This is an optimization exercise on Yosys and OpenROAD, whose aim is a short achievable clock period and few clock cycles, not a production implementation. The RTL was checked by simulation tests, not by an equivalence proof against the original design. Power is estimated from default activity; no workload was simulated.

===== flow/design.v =====
module legv8_decode (
    input  wire [31:0] ir,
    output wire        legal,
    output wire        is_alu,      
    output wire        use_imm,     
    output reg  [2:0]  alu_op,
    output reg  [1:0]  flag_mode,
    output wire        is_b,
    output wire        is_bcond,
    output wire        is_cbnz,
    output wire        is_load,
    output wire        is_store,
    output reg  [1:0]  mem_size,    
    output wire        mem_signed
);
    localparam OP_ADD = 3'd0, OP_SUB = 3'd1, OP_AND = 3'd2, OP_OR = 3'd3,
               OP_XOR = 3'd4, OP_LSL = 3'd5, OP_LSR = 3'd6;
    localparam FM_NONE = 2'd0, FM_ADD_CV = 2'd1, FM_ADD_V = 2'd2, FM_SUB_CV = 2'd3;
    wire m_add    = (ir & 32'hFFE0FC00) == 32'h8B000000;
    wire m_adds   = (ir & 32'hFFE0FC00) == 32'hAB000000;
    wire m_sub    = (ir & 32'hFFE0FC00) == 32'hCB000000;
    wire m_subs   = (ir & 32'hFFE0FC00) == 32'hEB000000;
    wire m_and    = (ir & 32'hFFE0FC00) == 32'h8A000000;
    wire m_ands   = (ir & 32'hFFE0FC00) == 32'hEA000000;
    wire m_orr    = (ir & 32'hFFE0FC00) == 32'hAA000000;
    wire m_eor    = (ir & 32'hFFE0FC00) == 32'hCA000000;
    wire m_lsl    = (ir & 32'hFFFF0000) == 32'hD3600000;
    wire m_lsr    = (ir & 32'hFFFF0000) == 32'hD3400000;
    wire m_addi   = (ir & 32'hFFC00000) == 32'h91000000;
    wire m_addis  = (ir & 32'hFFC00000) == 32'hB1000000;
    wire m_subi   = (ir & 32'hFFC00000) == 32'hD1000000;
    wire m_subis  = (ir & 32'hFFC00000) == 32'hF1000000;
    wire m_andi   = (ir & 32'hFFC00000) == 32'h92000000;
    wire m_andis  = (ir & 32'hFFC00000) == 32'hF2000000;
    wire m_orri   = (ir & 32'hFFC00000) == 32'hB2000000;
    wire m_eori   = (ir & 32'hFFC00000) == 32'hD2000000;
    wire m_b      = (ir & 32'hFC000000) == 32'h14000000;
    wire m_bcond_op = (ir & 32'hFF000000) == 32'h54000000;
    wire cond_ok  = (ir[4:0] == 5'd0)  || (ir[4:0] == 5'd1)  || (ir[4:0] == 5'd4)  ||
                    (ir[4:0] == 5'd5)  || (ir[4:0] == 5'd6)  || (ir[4:0] == 5'd7)  ||
                    (ir[4:0] == 5'd10) || (ir[4:0] == 5'd11) || (ir[4:0] == 5'd12) ||
                    (ir[4:0] == 5'd13);
    wire m_bcond  = m_bcond_op && cond_ok;
    wire m_cbnz   = (ir & 32'hFF000000) == 32'hB5000000;
    wire m_ldur   = (ir & 32'hFFE00C00) == 32'hF8400000;
    wire m_stur   = (ir & 32'hFFE00C00) == 32'hF8000000;
    wire m_ldurb  = (ir & 32'hFFE00C00) == 32'h38400000;
    wire m_sturb  = (ir & 32'hFFE00C00) == 32'h38000000;
    wire m_ldurh  = (ir & 32'hFFE00C00) == 32'h78400000;
    wire m_sturh  = (ir & 32'hFFE00C00) == 32'h78000000;
    wire m_ldursw = (ir & 32'hFFE00C00) == 32'hB8800000;
    wire m_sturw  = (ir & 32'hFFE00C00) == 32'hB8000000;
    wire is_r = m_add | m_adds | m_sub | m_subs | m_and | m_ands | m_orr | m_eor | m_lsl | m_lsr;
    wire is_i = m_addi | m_addis | m_subi | m_subis | m_andi | m_andis | m_orri | m_eori;
    assign is_alu     = is_r | is_i;
    assign use_imm    = is_i;
    assign is_b       = m_b;
    assign is_bcond   = m_bcond;
    assign is_cbnz    = m_cbnz;
    assign is_load    = m_ldur | m_ldurb | m_ldurh | m_ldursw;
    assign is_store   = m_stur | m_sturb | m_sturh | m_sturw;
    assign mem_signed = m_ldursw;
    assign legal      = is_alu | is_b | is_bcond | is_cbnz | is_load | is_store;
    always @(*) begin
        alu_op = OP_ADD;
        if (m_sub | m_subs | m_subi | m_subis)       alu_op = OP_SUB;
        else if (m_and | m_ands | m_andi | m_andis)  alu_op = OP_AND;
        else if (m_orr | m_orri)                     alu_op = OP_OR;
        else if (m_eor | m_eori)                     alu_op = OP_XOR;
        else if (m_lsl)                              alu_op = OP_LSL;
        else if (m_lsr)                              alu_op = OP_LSR;
    end
    always @(*) begin
        flag_mode = FM_NONE;
        if (m_adds)               flag_mode = FM_ADD_CV;
        else if (m_addis)         flag_mode = FM_ADD_V;
        else if (m_subs | m_subis) flag_mode = FM_SUB_CV;
    end
    always @(*) begin
        mem_size = 2'd3;
        if (m_ldurb | m_sturb)        mem_size = 2'd0;
        else if (m_ldurh | m_sturh)   mem_size = 2'd1;
        else if (m_ldursw | m_sturw)  mem_size = 2'd2;
    end
endmodule
module legv8_alu (
    input  wire [63:0] a,
    input  wire [63:0] b,
    input  wire [5:0]  sh,
    input  wire [2:0]  alu_op,
    input  wire [1:0]  flag_mode,
    output reg  [63:0] y,
    output wire        fn,
    output wire        fz,
    output wire        fc,
    output wire        fv,
    output wire        fwe
);
    localparam OP_ADD = 3'd0, OP_SUB = 3'd1, OP_AND = 3'd2, OP_OR = 3'd3,
               OP_XOR = 3'd4, OP_LSL = 3'd5, OP_LSR = 3'd6;
    localparam FM_NONE = 2'd0, FM_ADD_CV = 2'd1, FM_ADD_V = 2'd2, FM_SUB_CV = 2'd3;
    wire [63:0] neg_b   = ~b + 64'd1;
    wire [64:0] add_sum = {1'b0, a} + {1'b0, b};
    wire [64:0] sub_sum = {1'b0, a} + {1'b0, neg_b};
    always @(*) begin
        case (alu_op)
            OP_ADD:  y = add_sum[63:0];
            OP_SUB:  y = sub_sum[63:0];
            OP_AND:  y = a & b;
            OP_OR:   y = a | b;
            OP_XOR:  y = a ^ b;
            OP_LSL:  y = a << sh;
            OP_LSR:  y = a >> sh;
            default: y = 64'd0;
        endcase
    end
    assign fn  = y[63];
    assign fz  = (y == 64'd0);
    assign fv  = (a[63] == b[63]) && (y[63] != a[63]);
    assign fc  = (flag_mode == FM_ADD_CV) ? add_sum[64] :
                 (flag_mode == FM_SUB_CV) ? sub_sum[64] : 1'b0;
    assign fwe = (flag_mode != FM_NONE);
endmodule
module legv8_regfile (
    input  wire        clk,
    input  wire [4:0]  ra1,
    input  wire [4:0]  ra2,
    output wire [63:0] rd1,
    output wire [63:0] rd2,
    input  wire        we,
    input  wire [4:0]  wa,
    input  wire [63:0] wd
);
    reg [63:0] x [0:30];
    assign rd1 = (ra1 == 5'd31) ? 64'd0 : x[ra1];
    assign rd2 = (ra2 == 5'd31) ? 64'd0 : x[ra2];
    always @(posedge clk) begin
        if (we && wa != 5'd31)
            x[wa] <= wd;
    end
endmodule
module legv8_core (
    input  wire        clk,
    input  wire        rst,
    output wire [63:0] imem_addr,
    input  wire [31:0] imem_data,
    input  wire        imem_valid,
    output wire        dmem_req,
    output wire        dmem_we,
    output wire [1:0]  dmem_size,
    output wire [11:0] dmem_addr,
    output wire [63:0] dmem_wdata,
    input  wire [63:0] dmem_rdata,
    input  wire        dmem_ready,
    output wire        done,
    output wire        faulted,
    output wire [2:0]  fault_code,
    output wire [63:0] fault_pc,
    output wire [63:0] fault_info,
    output wire [3:0]  flags
);
    localparam MEM_SIZE = 4096;
    localparam S_FETCH = 3'd0, S_EXEC = 3'd1, S_MEM = 3'd2, S_DONE = 3'd3, S_FAULT = 3'd4;
    reg [2:0]  state;
    reg [63:0] pc;
    reg [31:0] ir;
    reg [3:0]  nzcv;
    reg [11:0] ea_q;
    reg [2:0]  fcode_q;
    reg [63:0] fpc_q;
    reg [63:0] finfo_q;
    wire       legal, is_alu, use_imm, is_b, is_bcond, is_cbnz, is_load, is_store, mem_signed;
    wire [2:0] alu_op;
    wire [1:0] flag_mode, mem_size;
    legv8_decode u_dec (
        .ir(ir), .legal(legal), .is_alu(is_alu), .use_imm(use_imm),
        .alu_op(alu_op), .flag_mode(flag_mode),
        .is_b(is_b), .is_bcond(is_bcond), .is_cbnz(is_cbnz),
        .is_load(is_load), .is_store(is_store),
        .mem_size(mem_size), .mem_signed(mem_signed)
    );
    wire [4:0] rd_f = ir[4:0];
    wire [4:0] rn_f = ir[9:5];
    wire [4:0] rm_f = ir[20:16];
    wire [4:0]  ra1 = is_cbnz ? rd_f : rn_f;
    wire [4:0]  ra2 = is_store ? rd_f : rm_f;
    wire [63:0] rs1, rs2;
    reg         rf_we;
    reg  [63:0] rf_wd;
    legv8_regfile u_rf (
        .clk(clk), .ra1(ra1), .ra2(ra2), .rd1(rs1), .rd2(rs2),
        .we(rf_we), .wa(rd_f), .wd(rf_wd)
    );
    wire [63:0] imm12 = {{52{ir[21]}}, ir[21:10]};
    wire [63:0] alu_b = use_imm ? imm12 : rs2;
    wire [63:0] alu_y;
    wire        fn, fz, fc, fv, fwe;
    legv8_alu u_alu (
        .a(rs1), .b(alu_b), .sh(ir[15:10]), .alu_op(alu_op), .flag_mode(flag_mode),
        .y(alu_y), .fn(fn), .fz(fz), .fc(fc), .fv(fv), .fwe(fwe)
    );
    wire n_f = nzcv[3], z_f = nzcv[2], v_f = nzcv[0];
    reg  cond_true;
    always @(*) begin
        case (ir[4:0])
            5'd0:    cond_true = z_f;
            5'd1:    cond_true = !z_f;
            5'd4:    cond_true = n_f;
            5'd5:    cond_true = !n_f;
            5'd6:    cond_true = v_f;
            5'd7:    cond_true = !v_f;
            5'd10:   cond_true = (n_f == v_f);
            5'd11:   cond_true = (n_f != v_f);
            5'd12:   cond_true = !z_f && (n_f == v_f);
            5'd13:   cond_true = !(!z_f && (n_f == v_f));
            default: cond_true = 1'b0;
        endcase
    end
    wire [63:0] target_b  = pc + {{38{ir[25]}}, ir[25:0]};
    wire [63:0] target_cb = pc + {{45{ir[23]}}, ir[23:5]};
    wire [63:0] pc_next   = pc + 64'd1;
    wire [63:0] ea = rs1 + {{55{ir[20]}}, ir[20:12]};
    reg  [3:0]  nbytes;
    always @(*) begin
        case (mem_size)
            2'd0:    nbytes = 4'd1;
            2'd1:    nbytes = 4'd2;
            2'd2:    nbytes = 4'd4;
            default: nbytes = 4'd8;
        endcase
    end
    wire [12:0] ea_end   = {1'b0, ea[11:0]} + {9'd0, nbytes};
    wire        in_range = (ea[63:12] == 52'd0) && (ea_end <= MEM_SIZE);
    reg [63:0] load_val;
    always @(*) begin
        case (mem_size)
            2'd0:    load_val = {56'd0, dmem_rdata[7:0]};
            2'd1:    load_val = {48'd0, dmem_rdata[15:0]};
            2'd2:    load_val = mem_signed ? {{32{dmem_rdata[31]}}, dmem_rdata[31:0]}
                                           : {32'd0, dmem_rdata[31:0]};
            default: load_val = dmem_rdata;
        endcase
    end
    always @(*) begin
        rf_we = 1'b0;
        rf_wd = alu_y;
        if (state == S_EXEC && legal && is_alu) begin
            rf_we = 1'b1;
            rf_wd = alu_y;
        end else if (state == S_MEM && is_load && dmem_ready) begin
            rf_we = 1'b1;
            rf_wd = load_val;
        end
    end
    always @(posedge clk) begin
        if (rst) begin
            state   <= S_FETCH;
            pc      <= 64'd0;
            ir      <= 32'd0;
            nzcv    <= 4'd0;
            ea_q    <= 12'd0;
            fcode_q <= 3'd0;
            fpc_q   <= 64'd0;
            finfo_q <= 64'd0;
        end else begin
            case (state)
                S_FETCH: begin
                    if (imem_valid) begin
                        ir    <= imem_data;
                        state <= S_EXEC;
                    end else begin
                        state <= S_DONE;
                    end
                end
                S_EXEC: begin
                    if (!legal) begin
                        fcode_q <= 3'd1;
                        fpc_q   <= pc;
                        finfo_q <= {32'd0, ir};
                        state   <= S_FAULT;
                    end else if (is_load || is_store) begin
                        if (!in_range) begin
                            fcode_q <= 3'd3;
                            fpc_q   <= pc;
                            finfo_q <= ea;
                            state   <= S_FAULT;
                        end else begin
                            ea_q  <= ea[11:0];
                            state <= S_MEM;
                        end
                    end else begin
                        if (is_alu && fwe)
                            nzcv <= {fn, fz, fc, fv};
                        if (is_b)
                            pc <= target_b;
                        else if ((is_bcond && cond_true) || (is_cbnz && rs1 != 64'd0))
                            pc <= target_cb;
                        else
                            pc <= pc_next;
                        state <= S_FETCH;
                    end
                end
                S_MEM: begin
                    if (dmem_ready) begin
                        pc    <= pc_next;
                        state <= S_FETCH;
                    end
                end
                default: ;   
            endcase
        end
    end
    assign imem_addr  = pc;
    assign dmem_req   = (state == S_MEM);
    assign dmem_we    = is_store;
    assign dmem_size  = mem_size;
    assign dmem_addr  = ea_q;
    assign dmem_wdata = rs2;
    assign done       = (state == S_DONE);
    assign faulted    = (state == S_FAULT);
    assign fault_code = fcode_q;
    assign fault_pc   = fpc_q;
    assign fault_info = finfo_q;
    assign flags      = nzcv;
endmodule

===== flow/run.sh =====
#!/bin/bash
# synth_recipe.tcl (not shown) runs the flow's synth.tcl, then flattens the netlist and writes it again
# the make line also repeats each setting of config.mk as NAME=value (left out here)
make -C /OpenROAD-flow-scripts/flow DESIGN_CONFIG=/design/flow/config.mk WORK_HOME=/design/flow/orfs CLKGATE_MAP_FILE= SYNTH_SCRIPT=/design/flow/synth_recipe.tcl finish

===== flow/config.mk =====
export PLATFORM = sky130hd
export DESIGN_NAME = legv8_core
export DESIGN_NICKNAME = legv8_core
export VERILOG_FILES = /design/flow/design.v
export SDC_FILE = /design/flow/constraint.sdc
export NUM_CORES = 4
export LEC_CHECK = 0
export CAP_MARGIN = 20
export CORE_MARGIN = 2
export CORE_UTILIZATION = 20
export PLACE_DENSITY = 0.3
export SLEW_MARGIN = 20

===== flow/constraint.sdc =====
create_clock -name core_clock -period 18.0 [get_ports {clk}]
set_input_delay 3.6000 -clock core_clock [delete_from_list [all_inputs] [get_ports {clk}]]
set_output_delay 3.6000 -clock core_clock [all_outputs]
set_load 0.01 [all_outputs]

==> impl_metrics.csv <==
group,metric,value,unit
sta,drv_slew,0,
routing,drtPass1Iterations,7,
cells_and_area,area_delta_synth_final,18.68,%
routing,wirelength,1118000,µm
worst_setup_path,critPathKind,"register to register",
sta,rsz0062_at_grt,"no",
global_routing,antenna_found_initial,135,
sta,setup_viol,0,
synth,async_flop_share,0,%
pwr,finalPower,35.88,mW
global_routing,grt_max_degree,124,
global_routing,grt-ovfl-total,0,
synth,syn_nets,17140,
sta,tightest_slew,1.381,ns
pwr,power_density,196.8,nW/µm²
cells_and_area,drive_above_1_share,11.40,%
sta,finalCritPeriodShare,75.81,%
worst_setup_path,endpoint_kind,"register",
routing,wl_per_cell,41.29,µm
synth,ys_ff_latch,2229,
status,run_status,"no timing/DRC/antenna violations",
routing,dr_total_vias,156300,
cells_and_area,nets,17070,
synth,synth_edf_count,1984,
sta,layout_min_cycle_time,13.65,ns
cts,postCtsHoldBufs,0,
place,place_congestion,1.028,
global_routing,grt_pass1_vias,147900,
synth,yosys-top-cells-area,"edfxtp_1 39%, nand2_1 5.5%, a21oi_1 3.9%, mux2i_1 3.4%, dfxtp_1 3.2%",
synth,yosys_warnings,4,
cts,cts_max_path_buffers,4,
worst_setup_path,cp_common_cell,"buf_4",
die,initial_core_util,20.09,%
cts,clk_pin_slew,0.06,ns
sta,setup_tns,0,ns
cts,clkSinkCount,2229,
cts,cts_setup_buffers,0,
die,rows,321,
synth,netlist_instances,16650,
synth,synth_cell_type_count,120,
routing,drc_errors,0,
synth,yosysTopAreaCell,"edfxtp_1",
synth,syn_avg_cell_area,9.227,µm²
sta,slew-limit-headroom,6.966,%
place,io_buffers,379,
worst_hold_path,worstHoldPathType,"register to register",
global_routing,track_usage,27.46,%
worst_setup_path,arrival,14.31,ns
cts,cts_max_level,5,
die,fp.dieArea,775000,µm²
cts,cts_buffers,305,
cts,clockRootBuffer,"clkbuf_16",
cts,cts_tree,"yes",
synth,synth_top_area_share,38.79,%
place,hpwl,751400,µm
synth,syn_area,153600,µm²
worst_setup_path,critPathSlowestCell,"or4bb_1",
die,die_y,880.4,µm
routing,viasPerCell,5.776,
synth,ys_seq_area_share,41.98,%
die,die-width,880.4,µm
cells_and_area,fillers,82680,
global_routing,grt_pass1_wl,1462000,µm
worst_setup_path,start_kind,"register",
routing,dr.first_iter.drc_count,20570,
run,drv_cap,0,
routing,ant_nets,0,
pwr,irDropWorstVdd,0.2956,mV
die,core,764700,µm²
cts,cts_resized,0,
cells_and_area,seq_area,64540,µm²
cts,clock_latency,1.04,ns
die,ios,381,
pwr,leakagePower,61.09,nW
sta,max_freq,0.07328,GHz
worst_setup_path,slowest_delay,0.91,ns
sta,hold_ws,0.4696,ns
sta,finClkSkew,0.07077,ns
worst_setup_path,cp.required,18.66,ns
cells_and_area,multi_input_area,83760,µm²
worst_setup_path,worstPathMaxFanout,53,
sta,finalHoldViolCount,0,
synth,synthFlopType,"edfxtp_1",
## area by class of cell
type | instances | share of cell area (%)
Clock buffer | 386 | 4.485
Clock inverter | 158 | 0.7646
Sequential cell | 2229 | 35.40
Inverter | 308 | 0.6459
Antenna cell | 81 | 0.1112
Timing Repair Buffer | 1145 | 5.660
Tap cell | 10170 | 6.983
Multi-Input combinational cell | 12590 | 45.95
## report_power, final
part           leakage [nW]  internal, mW  switching, mW  total [mW]
Clock                  4.68          3.46           2.67        6.13
Sequential             19.8          8.70          0.145        8.84
Combinational          36.6          4.98           15.9        20.9
## layout by cell type, fill, tap and decap left out, drive strengths merged, types with 494 or more instances in the layout
| cell type | synthesis | layout |
|---|---|---|
| nand2 | 2268 | 2268 |
| a21oi | 1205 | 1205 |
| mux2i | 519 | 519 |
| nand3 | 892 | 892 |
| nor2 | 813 | 813 |
| a311oi | 494 | 494 |
| and3 | 625 | 625 |
| a211oi | 619 | 619 |
| edfxtp | 1984 | 1984 |
| o21ai | 992 | 992 |
| buf | 575 | 766 |
## state kept, by name, indices dropped and copies added (netlist names)
signal,cells
u_rf.x,1984
finfo_q,64
fpc_q,64
pc,64
ir,32
ea_q,12
nzcv,4
state,3
fcode_q,2
## worst paths after layout
path	startpoint	end	slack, ns	cells past startpoint
max	ir[28]$_SDFFE_PP0P_	u_rf.x[12][63]$_DFFE_PP_	4.35	36
max reg2reg	ir[28]$_SDFFE_PP0P_	u_rf.x[12][63]$_DFFE_PP_	4.35	36
min reg2reg	fcode_q[1]$_SDFFE_PP0P_	fcode_q[1]$_SDFFE_PP0P_	0.47	2
min	fcode_q[1]$_SDFFE_PP0P_	fcode_q[1]$_SDFFE_PP0P_	0.47	2
## worst max-delay path, delay by kind of cell (launching register included)
family | cells | cell delay [ns]
DFF | 1 | 0.65
and+or+nand+nor | 13 | 4.74
AOI/OAI and AO/OA | 16 | 5.54
adders and majority gates | 1 | 0.40
xor gates and xnor gates | 1 | 0.14
buffers and inverters | 5 | 1.65
## synth_stat cells, drive strengths merged (102+ instances only)
| master | number |
|---|---|
| and3 | 625 |
| nand4 | 139 |
| a211oi | 619 |
| a21oi | 1205 |
| mux4 | 188 |
| edfxtp | 1984 |
| nand2 | 2268 |
| a21o | 172 |
| inv | 306 |
| nand2b | 219 |
| o22ai | 252 |
| mux2 | 102 |
| mux2i | 519 |
| a22oi | 117 |
| o21ai | 992 |
| nor2 | 813 |
| o211ai | 137 |
| ha | 385 |
| xnor2 | 194 |
| nand3 | 892 |
| dfxtp | 245 |
| nor3 | 321 |
| a31oi | 158 |
| buf | 575 |
| o21a | 132 |
| xor2 | 104 |
| a311oi | 494 |
| clkbuf | 949 |
| nor4 | 159 |
## per-layer routing
layer / up-vias / GRT usage (%) / share of wire, %
met4: 16 / 13.30 / 5.6
met3: 1815 / 5.399 / 8.0
met2: 8773 / 42.20 / 44
met1: 81570 / 36.88 / 43
met5: - / 0 / 0.0089
li1: 64170 / - / -
## kinds of logic after synthesis
group	after synthesis	share of synthesized area (%)
compound gates	5252	23.12
mux	809	6.889
xor+xnor	298	1.699
buf+inv	1832	4.966
flops	2229	41.98
simple gates	5835	18.13
other cells	1	0.002441
fa+ha+maj	391	3.214
## per-stage QoR
step	cells	setup slack [ns]	utilization, %	area [µm²]
floorplan	16650	8.099	-	153600
global placement	26430	4.653	22.52	172200
detailed placement	26440	4.636	22.55	172500
CTS	26980	4.587	23.80	182000
global route	27010	4.070	23.82	182100
finish	27070	4.354	23.84	182300
Testbench counts, summed over its fixed seeds: cycles 99,070.

## static timing again, ports no longer ideal
No port has a modelled driver above. Below, the same layout with a new extraction and two added sets of constraints. Step 1, drivers: a clkbuf_16 drives clk and a buf_2 each remaining input, both assumed. Step 2 adds t to the input delays and takes it off the output delays; t is the mean of the earliest and latest rising clock arrival at the registers after step 1. Input paths then give back, and output paths get back, about the clock's delay inside the block. Slacks: ideal ports / drivers / drivers and shift; pairs: ideal ports / drivers.
t (ns): 1.146
slack for setup (ns): 4.354 / 4.354 / 4.354
worst setup path after step 2: register to register
After both steps this run still meets setup and hold. The setup slack of this run moves by 0.000 ns with the drivers and by 0.000 ns with both steps.
